Context: an optimization exercise on an open-source flow, tuned for small area, a short achievable clock period and few clock cycles. The choices shown serve that exercise and are no tape-out recipe. Only simulation tests tie the RTL to the original design; equivalence was not proved. No activity file was given, so power comes from the tool's default toggle rates.

Design tmc_decoder, start of the top module:
module tmc_decoder (
    input  wire         clk,
    input  wire         rst,
    input  wire         in_valid,
    output wire         in_ready,
    input  wire [1:0]   in_op,        
    input  wire         in_clk,
    input  wire         in_dat,
    input  wire         in_stb,
    input  wire         cfg_clk_present,
    input  wire         cfg_dat_present,
    input  wire         cfg_stb_present,
    input  wire [31:0]  cfg_samplerate,
    input  wire [1:0]   cfg_radix,
    output wire         out_valid,
    input  wire         out_ready,
    output reg  [3:0]   out_kind,
    output reg  [15:0]  out_ss,
    output reg  [15:0]  out_es,
    output reg  [7:0]   out_val,
    output reg  [3:0]   out_nbits,
    output reg  [263:0] out_blist,    
    output reg  [47:0]  out_rate,
    output wire [1:0]   status_err,
    output wire [1:0]   out_radix
);
Size in the first run: ~1900 cells after synthesis, about 370 flip-flops, ~410 I/O pins, roughly 19000 sq um of cells after synthesis.
==> flow/config.mk <==
export PLATFORM = sky130hd
export DESIGN_NAME = tmc_decoder
export DESIGN_NICKNAME = tmc_decoder
export VERILOG_FILES = /design/flow/design.v
export SDC_FILE = /design/flow/constraint.sdc
export NUM_CORES = 4
export LEC_CHECK = 0
export CAP_MARGIN = 20
export CORE_MARGIN = 2
export CORE_UTILIZATION = 65
export SETUP_SLACK_MARGIN = 4.5
export SLEW_MARGIN = 20
==> flow/constraint.sdc <==
create_clock -name core_clock -period 8.0 [get_ports {clk}]
set_input_delay 1.6000 -clock core_clock [delete_from_list [all_inputs] [get_ports {clk}]]
set_output_delay 1.6000 -clock core_clock [all_outputs]
set_load 0.01 [all_outputs]
standard.sh (not shown) runs the stock make flow with config.mk's settings and CLKGATE_MAP_FILE= SYNTH_SCRIPT=/design/flow/synth_recipe.tcl, a recipe that flattens the netlist after the stock synthesis.
==> flow/flow/run.sh <==
#!/bin/bash
export BUFFER_PORTS_ARGS="-buffer_cell sky130_fd_sc_hd__buf_1"
export CTS_ARGS="-sink_clustering_enable -repair_clock_nets -dont_use_dummy_load -buf_list {sky130_fd_sc_hd__clkbuf_4 sky130_fd_sc_hd__clkbuf_8}"
bash standard.sh > standard.log 2>&1
Testbench counts at the start, summed over its fixed seeds: cycles 70,566.
Next try:
==> flow/flow/run.sh (replaced) <==
#!/bin/bash
export BUFFER_PORTS_ARGS="-buffer_cell sky130_fd_sc_hd__buf_1"
export CTS_ARGS="-sink_clustering_enable -repair_clock_nets -dont_use_dummy_load -sink_clustering_size 24 -sink_clustering_max_diameter 80 -buf_list {sky130_fd_sc_hd__clkbuf_16}"
bash standard.sh > standard.log 2>&1
=>
- The changed run finished clean
- via count shrinks by 0.89%
- wire length falls by 0.83%
- worst hold slack gets better by 4.9 ps
- cell area shrinks by 1.5%
- die area stays the same
- count of clock-buffer cells in the layout came out lower by 38
- utilization drops by 1.1 points
- clock skew decreases by 32 ps
Next try:
==> flow/flow/run.sh (replaced) <==
#!/bin/bash
export BUFFER_PORTS_ARGS="-buffer_cell sky130_fd_sc_hd__buf_1"
export CTS_ARGS="-sink_clustering_enable -repair_clock_nets -dont_use_dummy_load -sink_clustering_size 20 -sink_clustering_max_diameter 80 -buf_list {sky130_fd_sc_hd__clkbuf_8 sky130_fd_sc_hd__clkbuf_16}"
bash standard.sh > standard.log 2>&1
What happened: The changed run went through all stages and came out clean; setup slack improves by 19 ps; clock-buffer cell count increases by 2; fmax increases by 0.56%; cell area stays flat; combinational power stays flat; flip-flop and latch count stays the same; sequential share of layout area hardly moves.
Next try:
==> flow/flow/run.sh (replaced) <==
#!/bin/bash
export BUFFER_PORTS_ARGS="-buffer_cell sky130_fd_sc_hd__buf_1"
export CTS_ARGS="-sink_clustering_enable -repair_clock_nets -dont_use_dummy_load -buf_list {sky130_fd_sc_hd__clkbuf_4}"
bash standard.sh > standard.log 2>&1
CORE_UTILIZATION = 55   (was 65)
What happened:
- The new run completed without violations
- total power increases by a few percent
- cell count rises by a few percent
- first-iteration DRC count decreases by about a fifth
- design area increases by a few percent
Next try:
==> flow/flow/run.sh (replaced) <==
#!/bin/bash
export BUFFER_PORTS_ARGS="-buffer_cell sky130_fd_sc_hd__buf_1"
export CTS_ARGS="-sink_clustering_enable -repair_clock_nets -dont_use_dummy_load -buf_list {sky130_fd_sc_hd__clkbuf_4 sky130_fd_sc_hd__clkbuf_8}"
bash standard.sh > standard.log 2>&1
=>
- cell area came out lower by 1.5%
- sequential share of layout area came out higher by 0.59 points
- fmax came out higher by 3.6%

========
== run A ==
tmc_decoder, a different RTL version from the one above (not shown whole).
For scale: ~370 flip-flops, ~18000 µm² of cells after synthesis.
Design tmc_decoder, start of the top module:
module tmc_decoder (
    input  wire         clk,
    input  wire         rst,
    input  wire         in_valid,
    output wire         in_ready,
    input  wire [1:0]   in_op,        
    input  wire         in_clk,
    input  wire         in_dat,
    input  wire         in_stb,
    input  wire         cfg_clk_present,
    input  wire         cfg_dat_present,
    input  wire         cfg_stb_present,
    input  wire [31:0]  cfg_samplerate,
    input  wire [1:0]   cfg_radix,
    output wire         out_valid,
    input  wire         out_ready,
    output reg  [3:0]   out_kind,
    output reg  [15:0]  out_ss,
    output reg  [15:0]  out_es,
    output reg  [7:0]   out_val,
    output reg  [3:0]   out_nbits,
    output reg  [263:0] out_blist,    
    output reg  [47:0]  out_rate,
    output wire [1:0]   status_err,
    output wire [1:0]   out_radix
);
Settings: LEC_CHECK=0, CAP_MARGIN=20, CORE_MARGIN=2, CORE_UTILIZATION=65, SETUP_SLACK_MARGIN=4.8, SLEW_MARGIN=20; clock period 8.0 ns.
==> flow/flow/run.sh <==
#!/bin/bash
export BUFFER_PORTS_ARGS="-buffer_cell sky130_fd_sc_hd__buf_1"
export CTS_ARGS="-sink_clustering_enable -repair_clock_nets -dont_use_dummy_load -sink_clustering_size 20 -sink_clustering_max_diameter 80 -buf_list {sky130_fd_sc_hd__clkbuf_8 sky130_fd_sc_hd__clkbuf_16}"
bash standard.sh > standard.log 2>&1
Run A did not stop at any stage, and its layout met the timing, design-rule and antenna checks.
Testbench counts of run A, summed over its fixed seeds: cycles 70,746.
Here is what was changed in the inputs of run B compared with run A.
Settings: SETUP_SLACK_MARGIN changed from 4.8 to 4.5; CORE_UTILIZATION changed from 65 to 70.
All of run A and run B finish clean. Relative slew slack is higher on run A. Taking run A as the reference, in run B hold slack went down 0.023 ns, post-layout instance area has decreased, register-to-register slack decreased 0.14 ns, length of the first detailed-routing pass in iterations went up by 1, setup slack shows a reduction of 0.075 ns.
## Diff of input files: run C against run B
Settings: a change of SETUP_SLACK_MARGIN from 4.5 to 4.9; a change of CORE_UTILIZATION from 70 to 65.
Results
In run C the net switching power of the design turned out 1.8% higher than in run B. Run C vs run B on global routing usage summed across all routing layers: run C is the lower one. Cell area after placement: run C higher than run B. A source of the critical timing path of o_s7 is what run C shows, while ph[4] belongs to run B. On post-DP HPWL, run C does worse than run B. Going from run B to run C, the final cell count was found to have gone up by about 4%. Relative to run B, run C degrades final area. Diff run B -> run C: routed wire length went up 4900 µm, post-route worst setup slack went up 0.18 ns, share of total power in combinational logic went up 0.6 points, worst hold margin went up 0.034 ns.
What run D does differently from run C at the input level:
Settings: SETUP_SLACK_MARGIN: 4.9 -> 4.7.
## What came out
Total chip power (run D vs. run C) decreases slightly. Relative to run C, core utilization has decreased by 4.3 points in run D. In the flow results for run C and run D, the register-to-register slack is larger on run D.

========
== PW ==
Starting RTL as in the previous note.
Settings: LEC_CHECK=0, CAP_MARGIN=20, CORE_MARGIN=2, CORE_UTILIZATION=65, SETUP_SLACK_MARGIN=4.6, SLEW_MARGIN=20; clock period 8.0 ns.
Scripts as last shown in full above: flow/flow/run.sh
Testbench counts of PW, summed over its fixed seeds: cycles 70,746.
[inputs] JK vs PW
# PW
export LEC_CHECK = 0
export CAP_MARGIN = 20
export CORE_MARGIN = 2
export CORE_UTILIZATION = 65
export SETUP_SLACK_MARGIN = 4.6
export SLEW_MARGIN = 20
create_clock -name core_clock -period 8.0 [get_ports {clk}]
# JK
export LEC_CHECK = 0
export CAP_MARGIN = 20
export CORE_MARGIN = 2
export CORE_UTILIZATION = 65
export SETUP_SLACK_MARGIN = 4.5
export SLEW_MARGIN = 20
create_clock -name core_clock -period 8.0 [get_ports {clk}]
Notes after the runs:
- Comparing PW against JK, there is no change at all in async set-or-reset flop fraction in the synthesized netlist.
- Data required time of the worst path: PW vs JK — no meaningful difference
- For clock skew, JK and PW come out practically identical.
- On hold slack, JK tracks PW almost exactly.
- Between JK and PW, the power figures differ only marginally.
- Arrival time reported for the critical path endpoint (lower): PW
- Changes observed in JK relative to PW: count of antenna diodes in the layout increased by 1 relative to the old numbers; routing usage on met3 now sits lower; power density over the cells held.
- JK and PW ended up with nearly the same clock network fraction of total power.
- JK ran to completion and came out clean on the timing, design-rule and antenna checks.
- Diff JK and PW: worst setup slack after layout lower in JK

## port drivers added, routing unchanged
The flow's constraints put no driver on any port. The routed layouts listed below were extracted and timed again, unchanged, in two steps.
Step 1 assumes that a clkbuf_16 drives the clock port and a buf_2 every other input.
Step 2 adds t to the input delays and takes it off the output delays; t is the mean of the earliest and latest rising clock arrival at the registers after step 1. Input paths then give back, and output paths get back, about the clock's delay inside the block.
Slacks: no drivers / after step 1 / after step 2; pairs: no drivers / after step 1.
run | t, ns | setup slack, ns | worst data-port slew with drivers (ns)
the first run of note 1 | 0.639 | 4.528 / 4.474 / 3.987 | 0.08
the second run of note 1 | 0.567 | 4.555 / 4.502 / 4.030 | 0.08
the third run of note 1 | 0.581 | 4.574 / 4.520 / 4.033 | 0.08
the fourth run of note 1 | 0.780 | 4.355 / 4.302 / 3.835 | 0.08
the fifth run of note 1 | 0.683 | 4.481 / 4.429 / 3.857 | 0.08
run A | 0.575 | 4.599 / 4.545 / 4.326 | 0.08
run B | 0.568 | 4.524 / 4.469 / 4.077 | 0.08
run C | 0.579 | 4.707 / 4.651 / 4.300 | 0.08
run D | 0.585 | 4.649 / 4.593 / 4.171 | 0.09
PW | 0.576 | 4.582 / 4.558 / 4.008 | 0.07
JK | 0.577 | 4.548 / 4.499 / 3.972 | 0.08
After both steps every run listed still meets setup and hold. For the fifth run of note 1, which loses most, drivers alone change the setup slack by -0.052 ns; drivers and shift together by -0.624 ns.
